This is an optimization exercise on Yosys and OpenROAD, whose aim is small area, a short achievable clock period and few clock cycles, not a production implementation. In this exercise RTL edits were held to simulation tests only and were not proved equivalent to the original. Power and IR drop assume default switching activity.

==> flow/design.v (excerpt) <==
module gf_decomp_mul (
    input  wire        clk,
    input  wire        rst,
    input  wire        cmd_valid,
    output wire        cmd_ready,
    input  wire [7:0]  cmd_op,
    input  wire [1:0]  cmd_ksel,
    input  wire [63:0] cmd_a,
    input  wire [63:0] cmd_b,
    output wire        rsp_valid,
    input  wire        rsp_ready,
    output wire [3:0]  rsp_cc,
    output wire [63:0] rsp_result
);
    localparam OP_CFG   = 8'h04;
    localparam OP_NBM   = 8'h30;
    localparam OP_BLDRT = 8'h31;
    localparam OP_RTRD  = 8'h32;
    localparam OP_MSL8  = 8'h33;
    localparam OP_MODRB = 8'h34;
    localparam OP_MULD  = 8'h35;
    localparam CC_OK      = 3'd0;
    localparam CC_ILLEGAL = 3'd1;
    localparam CC_NOCFG   = 3'd2;
    localparam CC_WIDTH   = 3'd3;
    localparam CC_OPERAND = 3'd4;
    localparam CC_TABLE   = 3'd5;
    reg        cfg_valid;
    reg        k16;           
    reg [15:0] poly;
    reg [15:0] mu;            
    reg        rt_valid;
    reg        rsp_v;
    reg [2:0]  cc_q;
    reg [31:0] x_q;           
    reg [7:0]  p_q;           
    assign rsp_valid = rsp_v;
    assign rsp_cc    = {1'b0, cc_q};
    assign cmd_ready = !rsp_v || rsp_ready;
    wire fire = cmd_valid && cmd_ready;
    wire is_cfg   = (cmd_op == OP_CFG);
    wire is_nbm   = (cmd_op == OP_NBM);
    wire is_bldrt = (cmd_op == OP_BLDRT);
    wire is_rtrd  = (cmd_op == OP_RTRD);
    wire is_msl8  = (cmd_op == OP_MSL8);
    wire is_modrb = (cmd_op == OP_MODRB);
    wire is_muld  = (cmd_op == OP_MULD);
    wire is_field = is_bldrt | is_rtrd | is_msl8 | is_modrb | is_muld;
    wire a_hi32 = |cmd_a[63:32];
    wire a_hi16 = a_hi32 | (|cmd_a[31:16]);
    wire a_hi8  = a_hi16 | (|cmd_a[15:8]);
    wire a_hi4  = a_hi8  | (|cmd_a[7:4]);
    wire b_hi16 = |cmd_b[63:16];
    wire b_hi4  = b_hi16 | (|cmd_b[15:4]);
    reg cfg_bad;
    always @(*) begin
        case (cmd_ksel)
            2'd0: cfg_bad = a_hi4;
            2'd1: cfg_bad = a_hi8;
            2'd2: cfg_bad = a_hi16;
            default: cfg_bad = a_hi32;
        endcase
    end
  ...
Size in the first run: about 78 flip-flops, ~210 I/O pins.
==> flow/config.mk <==
export PLATFORM = sky130hd
export DESIGN_NAME = gf_decomp_mul
export DESIGN_NICKNAME = gf_decomp_mul
export VERILOG_FILES = /design/flow/design.v
export SDC_FILE = /design/flow/constraint.sdc
export NUM_CORES = 4
export LEC_CHECK = 0
export CAP_MARGIN = 20
export CORE_MARGIN = 2
export CORE_UTILIZATION = 60
export CTS_BUF_LIST = sky130_fd_sc_hd__clkbuf_4 sky130_fd_sc_hd__clkbuf_8
export PLACE_DENSITY = 0.75
export SETUP_SLACK_MARGIN = 3.6
export SLEW_MARGIN = 20
export SYNTH_MEMORY_MAX_BITS = 65536
==> flow/constraint.sdc <==
create_clock -name core_clock -period 8.0 [get_ports {clk}]
set_input_delay 1.6000 -clock core_clock [delete_from_list [all_inputs] [get_ports {clk}]]
set_output_delay 1.6000 -clock core_clock [all_outputs]
set_load 0.01 [all_outputs]
standard.sh (not shown) runs the stock make flow with config.mk's settings and CLKGATE_MAP_FILE= SYNTH_SCRIPT=/design/flow/synth_recipe.tcl, a recipe that flattens the netlist after the stock synthesis.
==> flow/flow/run.sh <==
#!/bin/bash
# The standard layout (the standard.sh: ORFS synthesis through finish),
# with one change: the port buffers that global placement inserts on every
# input and output are sky130_fd_sc_hd__buf_1 instead of the cell buffer_ports
# picks by default (clkdlybuf4s50_1, a delay cell); timing repair resizes
# them as needed.
set -euo pipefail
cd "$(dirname "$0")/.."
export BUFFER_PORTS_ARGS="-buffer_cell sky130_fd_sc_hd__buf_1"
bash standard.sh > standard_make.log 2>&1
The first run ran to the end with no violations.
Testbench counts at the start, summed over its fixed seeds: cycles 2,408.
Change:
Settings changed: CTS_BUF_LIST sky130_fd_sc_hd__clkbuf_4 sky130_fd_sc_hd__clkbuf_8 to not set, SETUP_SLACK_MARGIN 3.6 to 3.7.
The new run produced a clean layout.
Wire length increases by a few percent.
Non-clock buffer count increases by 5.
Cell area increases slightly.
Total power increases by roughly a tenth.
Core utilization increases by 1.2 points.
Sequential share of layout area decreases by 0.16 points.
Final cell count barely changes.
Worst setup slack got worse by 0.0098 ns.
Die area is unchanged.
Register-to-register slack barely changes.

v36:
gf_decomp_mul again, from the RTL that the note above started with.
==> flow/config.mk <==
export PLATFORM = sky130hd
export DESIGN_NAME = gf_decomp_mul
export DESIGN_NICKNAME = gf_decomp_mul
export VERILOG_FILES = /design/flow/design.v
export SDC_FILE = /design/flow/constraint.sdc
export NUM_CORES = 4
export LEC_CHECK = 0
export CAP_MARGIN = 20
export CORE_MARGIN = 2
export CORE_UTILIZATION = 60
export CTS_BUF_LIST = sky130_fd_sc_hd__clkbuf_4 sky130_fd_sc_hd__clkbuf_8
export PLACE_DENSITY = 0.75
export SETUP_SLACK_MARGIN = 3.6
export SLEW_MARGIN = 20
export SYNTH_MEMORY_MAX_BITS = 65536
export TNS_END_PERCENT = 10
==> flow/constraint.sdc <==
create_clock -name core_clock -period 8.0 [get_ports {clk}]
set_input_delay 1.6000 -clock core_clock [delete_from_list [all_inputs] [get_ports {clk}]]
set_output_delay 1.6000 -clock core_clock [all_outputs]
set_load 0.01 [all_outputs]
==> flow/flow/run.sh <==
#!/bin/bash
# The standard layout (the standard.sh: ORFS synthesis through finish),
# with one change: the port buffers that global placement inserts on every
# input and output are sky130_fd_sc_hd__buf_2 instead of the cell buffer_ports
# picks by default (clkdlybuf4s50_1, a delay cell); timing repair resizes
# them as needed.
set -euo pipefail
cd "$(dirname "$0")/.."
export BUFFER_PORTS_ARGS="-buffer_cell sky130_fd_sc_hd__buf_2"
bash standard.sh > standard_make.log 2>&1
v36 went all the way through synthesis, placement and routing and the layout is clean on timing, DRC and antenna.
Testbench counts of v36, summed over its fixed seeds: cycles 2,408.
Modified inputs, v29 compared to v36
- CTS_BUF_LIST: sky130_fd_sc_hd__clkbuf_4 sky130_fd_sc_hd__clkbuf_8 -> sky130_fd_sc_hd__clkbuf_8
- TNS_END_PERCENT: 10 -> unset
diff --git a/flow/flow/run.sh b/flow/flow/run.sh
--- a/flow/flow/run.sh
+++ b/flow/flow/run.sh
@@ -4 +4 @@
-# input and output are sky130_fd_sc_hd__buf_2 instead of the cell buffer_ports
+# input and output are sky130_fd_sc_hd__buf_1 instead of the cell buffer_ports
@@ -9 +9 @@
-export BUFFER_PORTS_ARGS="-buffer_cell sky130_fd_sc_hd__buf_2"
+export BUFFER_PORTS_ARGS="-buffer_cell sky130_fd_sc_hd__buf_1"
==> run notes <==
v29 did not stop at any stage, and its layout met the timing, DRC and antenna checks.
Global router's overall resource usage was lower in v29 than in v36.
Summary of v29 over v36: post-route clock skew has remained practically unchanged, portion of total power attributed to the clock network now smaller, via count went up, number of buffers and inverters on the critical path now smaller.
Beginning of the critical path: cmd_b[13] -> v29, x_q[23] -> v36
On sequential cell area share, v29 and v36 are basically level.
Routed wire length: v29 vs v36, no meaningful difference
Edits applied to the flow inputs when going from v29 to v1:
- CTS_BUF_LIST: sky130_fd_sc_hd__clkbuf_8 -> sky130_fd_sc_hd__clkbuf_4 sky130_fd_sc_hd__clkbuf_8
- PLACE_DENSITY: 0.75 -> 0.65
Notes after the runs:
- Detailed-routing wirelength on met1 in v1 vs v29: up 1400 µm
- For the sequential fraction of total cell area, v1 came in 0.19 points lower than v29 did.
- v29 -> v1: number of endpoints failing setup at the final stage delta 0, exact match
- The wire length of the first global-routing pass reported for v1 is greater than that of v29 by 1200 µm.
- v1 vs v29, last element of the critical path: rsp_result[15] vs x_q[24]
- v1 completed end to end with timing, DRC and antenna clean.
- Fraction of the cycle the final worst path needs, v1 and v29, lower one = v29.
- Total power: v1 above v29
- Cmp v1 and v29 / share of total power in combinational logic / higher: v29
- Sequential power share in v1 is 2.1 points lower than in v29

[re-timing with driven ports]
No port has a modelled driver above. Below, the same layouts with a new extraction and two added sets of constraints. Step 1 sets driving cells, clkbuf_16 on the clock port and buf_2 on the other inputs (assumed; they add their load-dependent delay and slew). Step 2 moves the port delays by t, midway between the first and last clock arrival at a register: inputs arrive t later, outputs are due t later. That takes back most of the time a late clock gives input paths. a / b / c = no drivers / after step 1 / after step 2; a / b = the first two.
run	shift t [ns]	setup WS [ns]	worst setup path after step 2
the first run of note 1	0.385	3.755 / 3.724 / 3.419	input to register
the second run of note 1	0.379	3.745 / 3.708 / 3.468	input to register
v36	0.399	3.745 / 3.713 / 3.459	input to register
v29	0.382	3.783 / 3.753 / 3.406	input to register
v1	0.402	3.720 / 3.681 / 3.468	input to register
After both steps setup and hold are still met in every run listed. The setup slack of v29, which loses most, moves by -0.030 ns with the drivers and by -0.377 ns with both steps.
